Source: an optimization exercise on an open RTL-to-GDS flow (aim: small area, a short achievable clock period and few clock cycles per item). Production flows keep margins and buffers that such runs may drop.
RTL that was checked went through simulation tests only; none was proved equivalent to the original.

==> try-amber <==
## simpledes_core
module simpledes_core (
    input  wire        clk,
    input  wire        rst,         
    input  wire [23:0] cmd,
    input  wire        cmd_valid,
    output wire        cmd_ready,
    output wire [11:0] dout,
    output wire [7:0]  status
);
    localparam [2:0] E_NONE    = 3'd0;
    localparam [2:0] E_ILLEGAL = 3'd1;
    localparam [2:0] E_RANGE   = 3'd2;
    localparam [2:0] E_NOKEY   = 3'd3;
    localparam [2:0] E_LOCKED  = 3'd4;
    function [7:0] expand;
        input [5:0] x;
        expand = {x[5], x[4], x[2], x[3], x[2], x[3], x[1], x[0]};
    endfunction
    function [2:0] sbox1;
        input [3:0] a;
        reg   [3:0] q0, q1, q2;
        begin
            q0 = {a[0] | a[1], ~(a[0] | a[1]), ~a[0], ~a[0]};
            q1 = {a[0], a[1], ~a[0], a[0]};
            q2 = {a[0] ^ a[1], a[0] ^ a[1], a[0] ^ a[1], ~(a[0] ^ a[1])};
            sbox1 = {q2[a[3:2]], q1[a[3:2]], q0[a[3:2]]};
        end
    endfunction
    function [2:0] sbox2;
        input [3:0] a;
        reg   [3:0] q0, q1, q2;
        begin
            q0 = {a[1] & ~a[0], a[0] | ~a[1], ~(a[0] & a[1]), a[0] & a[1]};
  ...
==> module simpledes_core, before the edit <==
module simpledes_core (
    input  wire        clk,
    input  wire        rst,         
    input  wire [23:0] cmd,
    input  wire        cmd_valid,
    output wire        cmd_ready,
    output wire [11:0] dout,
    output wire [7:0]  status
);
    localparam [2:0] E_NONE    = 3'd0;
    localparam [2:0] E_ILLEGAL = 3'd1;
    localparam [2:0] E_RANGE   = 3'd2;
    localparam [2:0] E_NOKEY   = 3'd3;
    localparam [2:0] E_LOCKED  = 3'd4;
    function [7:0] expand;
        input [5:0] x;
        expand = {x[5], x[4], x[2], x[3], x[2], x[3], x[1], x[0]};
    endfunction
    function [2:0] sbox1;
        input [3:0] a;
        reg   [3:0] q0, q1, q2;
        begin
            q0 = {a[0] | a[1], ~(a[0] | a[1]), ~a[0], ~a[0]};
            q1 = {a[0], a[1], ~a[0], a[0]};
            q2 = {a[0] ^ a[1], a[0] ^ a[1], a[0] ^ a[1], ~(a[0] ^ a[1])};
            sbox1 = {q2[a[3:2]], q1[a[3:2]], q0[a[3:2]]};
        end
    endfunction
    function [2:0] sbox2;
        input [3:0] a;
        reg   [3:0] q0, q1, q2;
        begin
            q0 = {a[1] & ~a[0], a[0] | ~a[1], ~(a[0] & a[1]), a[0] & a[1]};
            q1 = {~a[1], a[0], a[1] | ~a[0], a[1] & ~a[0]};
            q2 = {~(a[0] ^ a[1]), ~(a[0] ^ a[1]), ~(a[0] | a[1]), a[1] | ~a[0]};
            sbox2 = {q2[a[3:2]], q1[a[3:2]], q0[a[3:2]]};
        end
    endfunction
    function [5:0] round_f;
        input [5:0] r;
        input [7:0] rk;
        reg   [7:0] x;
        begin
            x       = expand(r) ^ rk;
            round_f = {sbox1(x[7:4]), sbox2(x[3:0])};
        end
    endfunction
    function [5:0] sboxes;
        input [7:0] x;
        sboxes = {sbox1(x[7:4]), sbox2(x[3:0])};
    endfunction
    function [5:0] unexpand;
        input [7:0] x;
        input [7:0] k;
        unexpand = {x[7] ^ k[7], x[6] ^ k[6], x[4] ^ k[4], x[5] ^ k[5], x[1] ^ k[1], x[0] ^ k[0]};
    endfunction
    reg  [8:0]  key;
    reg         kv;
    reg         dv;
    reg  [2:0]  err;
    reg  [5:0]  hl, hr;
    reg  [8:0]  rot;
    reg  [4:0]  cur;
    reg         busy;
    wire        down = !cur[4];          
    wire [3:0]  op   = cmd[23:20];
    wire [3:0]  sr   = cmd[19:16];
    wire [3:0]  er   = cmd[15:12];
    wire [11:0] data = cmd[11:0];
    wire fields_zero = (sr == 4'd0) && (er == 4'd0);
    wire is_ldkey = (op == 4'h1) && fields_zero;
    wire is_enc   = (op == 4'h2) && fields_zero;
    wire is_dec   = (op == 4'h3) && fields_zero;
    wire is_proc  = (op == 4'h4);
    wire illegal  = !(is_ldkey || is_enc || is_dec || is_proc);
    reg [2:0] fault;
    always @(*) begin
        if (illegal)
            fault = E_ILLEGAL;
        else if (is_ldkey)
            fault = (data[11:9] != 3'd0) ? E_RANGE : (kv ? E_LOCKED : E_NONE);
        else if (is_proc && (sr == 4'd0 || er == 4'd0))
            fault = E_RANGE;
        else if (!kv)
            fault = E_NOKEY;
        else
            fault = E_NONE;
    end
    wire issue = cmd_valid && !busy;
    wire [8:0] rot_n  = down ? {rot[0], rot[8:1]} : {rot[7:0], rot[8]};
    wire [8:0] rot_nn = down ? {rot[1:0], rot[8:2]} : {rot[6:0], rot[8:7]};
    wire [5:0] st_r   = hl ^ sboxes(expand(hr) ^ rot[8:1]);      
    wire [7:0] in_k  = busy ? rot_n[8:1] : op[0] ? key[7:0] : key[8:1];
    wire [5:0] in_rr = busy ? st_r : data[5:0];
    wire [5:0] in_ll = busy ? hr : data[11:6];
    wire [5:0] in_r  = in_ll ^ sboxes(expand(in_rr) ^ in_k);
    wire       one   = (cur == 5'd1) || (cur == 5'h1f);          
    wire       two   = busy && !one;
    wire       sgl   = busy && one;
    wire [3:0] idx = {sr[3], sr[2], sr[1] | (op[1] & ~op[0]), sr[0] | (op[1] & op[0])};
    wire [8:0] b0  = {key[0], key[8:1]};
    wire [8:0] b1  = idx[0] ? {b0[7:0], b0[8]}   : b0;
    wire [8:0] b2  = idx[1] ? {b1[6:0], b1[8:7]} : b1;
    wire [8:0] b3  = idx[2] ? {b2[4:0], b2[8:5]} : b2;
    wire [8:0] b4  = idx[3] ? {b3[0], b3[8:1]}   : b3;
    wire go_c = issue && (err == E_NONE) && (fault == E_NONE) && !is_ldkey;
    always @(posedge clk) begin
        if (rst) begin
            busy <= 1'b0;
            kv   <= 1'b0;
            dv   <= 1'b0;
            err  <= E_NONE;
        end else if (busy) begin
            if (one || cur == 5'd2 || cur == 5'h1e) busy <= 1'b0;
        end else if (issue && err == E_NONE) begin
            if (fault != E_NONE) begin
                err <= fault;
            end else if (is_ldkey) begin
                key <= data[8:0];
                kv  <= 1'b1;
            end else begin
                dv <= 1'b1;
                if (!op[1]) busy <= (sr != er);       
            end
        end
    end
    wire       ld   = !busy && go_c;
    wire       hold = !busy && !go_c;
    wire [5:0] ld_l = op[1] ? data[5:0] : data[11:6];
    wire [5:0] ld_r = op[1] ? in_r : data[5:0];
    always @(posedge clk) begin
        hl  <= ({6{two}} & st_r)   | ({6{sgl}} & hr)    | ({6{ld}} & ld_l) | ({6{hold}} & hl);
        hr  <= ({6{two}} & in_r)   | ({6{sgl}} & st_r)  | ({6{ld}} & ld_r) | ({6{hold}} & hr);
        rot <= ({9{two}} & rot_nn) | ({9{sgl}} & rot_n) | ({9{ld}} & b4)   | ({9{hold}} & rot);
    end
    always @(posedge clk)
        cur <= (busy ? cur : {1'b0, sr}) + (busy ? {{3{down}}, 2'b10} : ~{1'b0, er} + 5'd1);
    assign cmd_ready = !busy;
    assign dout      = {st_r, hr};
    assign status    = {3'b000, err, dv, kv};
endmodule
Settings: LEC_CHECK=0, CAP_MARGIN=20, CORE_MARGIN=2, CORE_UTILIZATION=40, SETUP_SLACK_MARGIN=1.4, SLEW_MARGIN=20; clock period 4.5 ns.
standard.sh (not shown) runs the stock make flow with config.mk's settings and CLKGATE_MAP_FILE= SYNTH_SCRIPT=/design/flow/synth_recipe.tcl, a recipe that flattens the netlist after the stock synthesis.
==> flow/flow/run.sh <==
#!/bin/bash
# Standard layout, with the port buffers made of a regular buffer cell instead of the
# delay cell buffer_ports picks by default.
set -euo pipefail
bash standard.sh "BUFFER_PORTS_ARGS=-buffer_cell sky130_fd_sc_hd__buf_1" finish > run_standard.log 2>&1
==> inputs of try-pepper, as changes to try-amber <==
--- a/flow/design.v
+++ b/flow/design.v
@@ -87,16 +87,12 @@
             fault = E_NONE;
     end
     wire issue = cmd_valid && !busy;
-    wire [8:0] rot_n  = down ? {rot[0], rot[8:1]} : {rot[7:0], rot[8]};
-    wire [8:0] rot_nn = down ? {rot[1:0], rot[8:2]} : {rot[6:0], rot[8:7]};
-    wire [5:0] st_r   = hl ^ sboxes(expand(hr) ^ rot[8:1]);      
-    wire [7:0] in_k  = busy ? rot_n[8:1] : op[0] ? key[7:0] : key[8:1];
-    wire [5:0] in_rr = busy ? st_r : data[5:0];
-    wire [5:0] in_ll = busy ? hr : data[11:6];
-    wire [5:0] in_r  = in_ll ^ sboxes(expand(in_rr) ^ in_k);
-    wire       one   = (cur == 5'd1) || (cur == 5'h1f);          
-    wire       two   = busy && !one;
-    wire       sgl   = busy && one;
+    wire [7:0] k1    = key[8:1];
+    wire [7:0] k2    = key[7:0];
+    wire [7:0] in_kf = op[0] ? k2 : k1;
+    wire [5:0] in_r  = data[11:6] ^ sboxes(expand(data[5:0]) ^ in_kf);
+    wire [8:0] rot_n = down ? {rot[0], rot[8:1]} : {rot[7:0], rot[8]};
+    wire [5:0] st_r  = hl ^ sboxes(expand(hr) ^ rot[8:1]);       
     wire [3:0] idx = {sr[3], sr[2], sr[1] | (op[1] & ~op[0]), sr[0] | (op[1] & op[0])};
     wire [8:0] b0  = {key[0], key[8:1]};
     wire [8:0] b1  = idx[0] ? {b0[7:0], b0[8]}   : b0;
@@ -111,7 +107,7 @@
             dv   <= 1'b0;
             err  <= E_NONE;
         end else if (busy) begin
-            if (one || cur == 5'd2 || cur == 5'h1e) busy <= 1'b0;
+            if (cur == 5'd1 || cur == 5'h1f) busy <= 1'b0;
         end else if (issue && err == E_NONE) begin
             if (fault != E_NONE) begin
                 err <= fault;
@@ -120,21 +116,21 @@
                 kv  <= 1'b1;
             end else begin
                 dv <= 1'b1;
-                if (!op[1]) busy <= (sr != er);       
+                if (is_proc) busy <= (sr != er);
             end
         end
     end
     wire       ld   = !busy && go_c;
     wire       hold = !busy && !go_c;
-    wire [5:0] ld_l = op[1] ? data[5:0] : data[11:6];
-    wire [5:0] ld_r = op[1] ? in_r : data[5:0];
+    wire [5:0] ld_l = is_proc ? data[11:6] : data[5:0];
+    wire [5:0] ld_r = is_proc ? data[5:0] : in_r;
     always @(posedge clk) begin
-        hl  <= ({6{two}} & st_r)   | ({6{sgl}} & hr)    | ({6{ld}} & ld_l) | ({6{hold}} & hl);
-        hr  <= ({6{two}} & in_r)   | ({6{sgl}} & st_r)  | ({6{ld}} & ld_r) | ({6{hold}} & hr);
-        rot <= ({9{two}} & rot_nn) | ({9{sgl}} & rot_n) | ({9{ld}} & b4)   | ({9{hold}} & rot);
+        hl  <= ({6{busy}} & hr)    | ({6{ld}} & ld_l) | ({6{hold}} & hl);
+        hr  <= ({6{busy}} & st_r)  | ({6{ld}} & ld_r) | ({6{hold}} & hr);
+        rot <= ({9{busy}} & rot_n) | ({9{ld}} & b4)   | ({9{hold}} & rot);
     end
     always @(posedge clk)
-        cur <= (busy ? cur : {1'b0, sr}) + (busy ? {{3{down}}, 2'b10} : ~{1'b0, er} + 5'd1);
+        cur <= busy ? (down ? cur - 5'd1 : cur + 5'd1) : {1'b0, sr} - {1'b0, er};
     assign cmd_ready = !busy;
     assign dout      = {st_r, hr};
     assign status    = {3'b000, err, dv, kv};
SETUP_SLACK_MARGIN = 1.3   (was 1.4)
==> flow_metrics.env <==
export IMPL_grt_max_degree=34
export IMPL_postCtsResizedCells=4
export IMPL_status="finished clean"
export IMPL_rsz0062_at_grt="false"
export IMPL_cp_max_fo=11
export IMPL_power_switching_mw=0.264
export IMPL_path_buf_inv=2
-- figures above: try-pepper

==> flow_metrics.env <==
export IMPL_power_switching_mw=0.840
export IMPL_rsz0062_at_grt="true"
export IMPL_postCtsResizedCells=7
export IMPL_status="finished clean"
-- figures above: try-amber

Testbench counts of try-amber, summed over its fixed seeds: cycles 2,417, items 1,600.
The RTL of try-pepper was laid out without a check of its function.

## afterwards: timing with drivers on the ports
How much do the figures lean on ideal ports? The routed layouts below were timed once more, with nothing changed but the port constraints.
Step 1 sets driving cells, clkbuf_16 on the clock port and buf_2 on the other inputs (assumed; they add their load-dependent delay and slew).
Step 2 adds t to the input delays and takes it off the output delays; t is the mean of the earliest and latest rising clock arrival at the registers after step 1. Input paths then give back, and output paths get back, about the clock's delay inside the block.
Three values: no drivers, after step 1, after step 2; two values: the first two.
run | t (ns) | setup WS [ns] | worst setup path after step 2 | latest minus earliest clock arrival (ns) | worst register clock-pin slew, ns
try-amber | 0.333 | 1.460 / 1.472 / 1.139 | input to register | 0.012 / 0.012 | 0.10 / 0.10
try-pepper | 0.325 | 1.400 / 1.403 / 1.079 | input to register | 0.017 / 0.017 | 0.09 / 0.09
After both steps setup and hold are still met in every run listed.
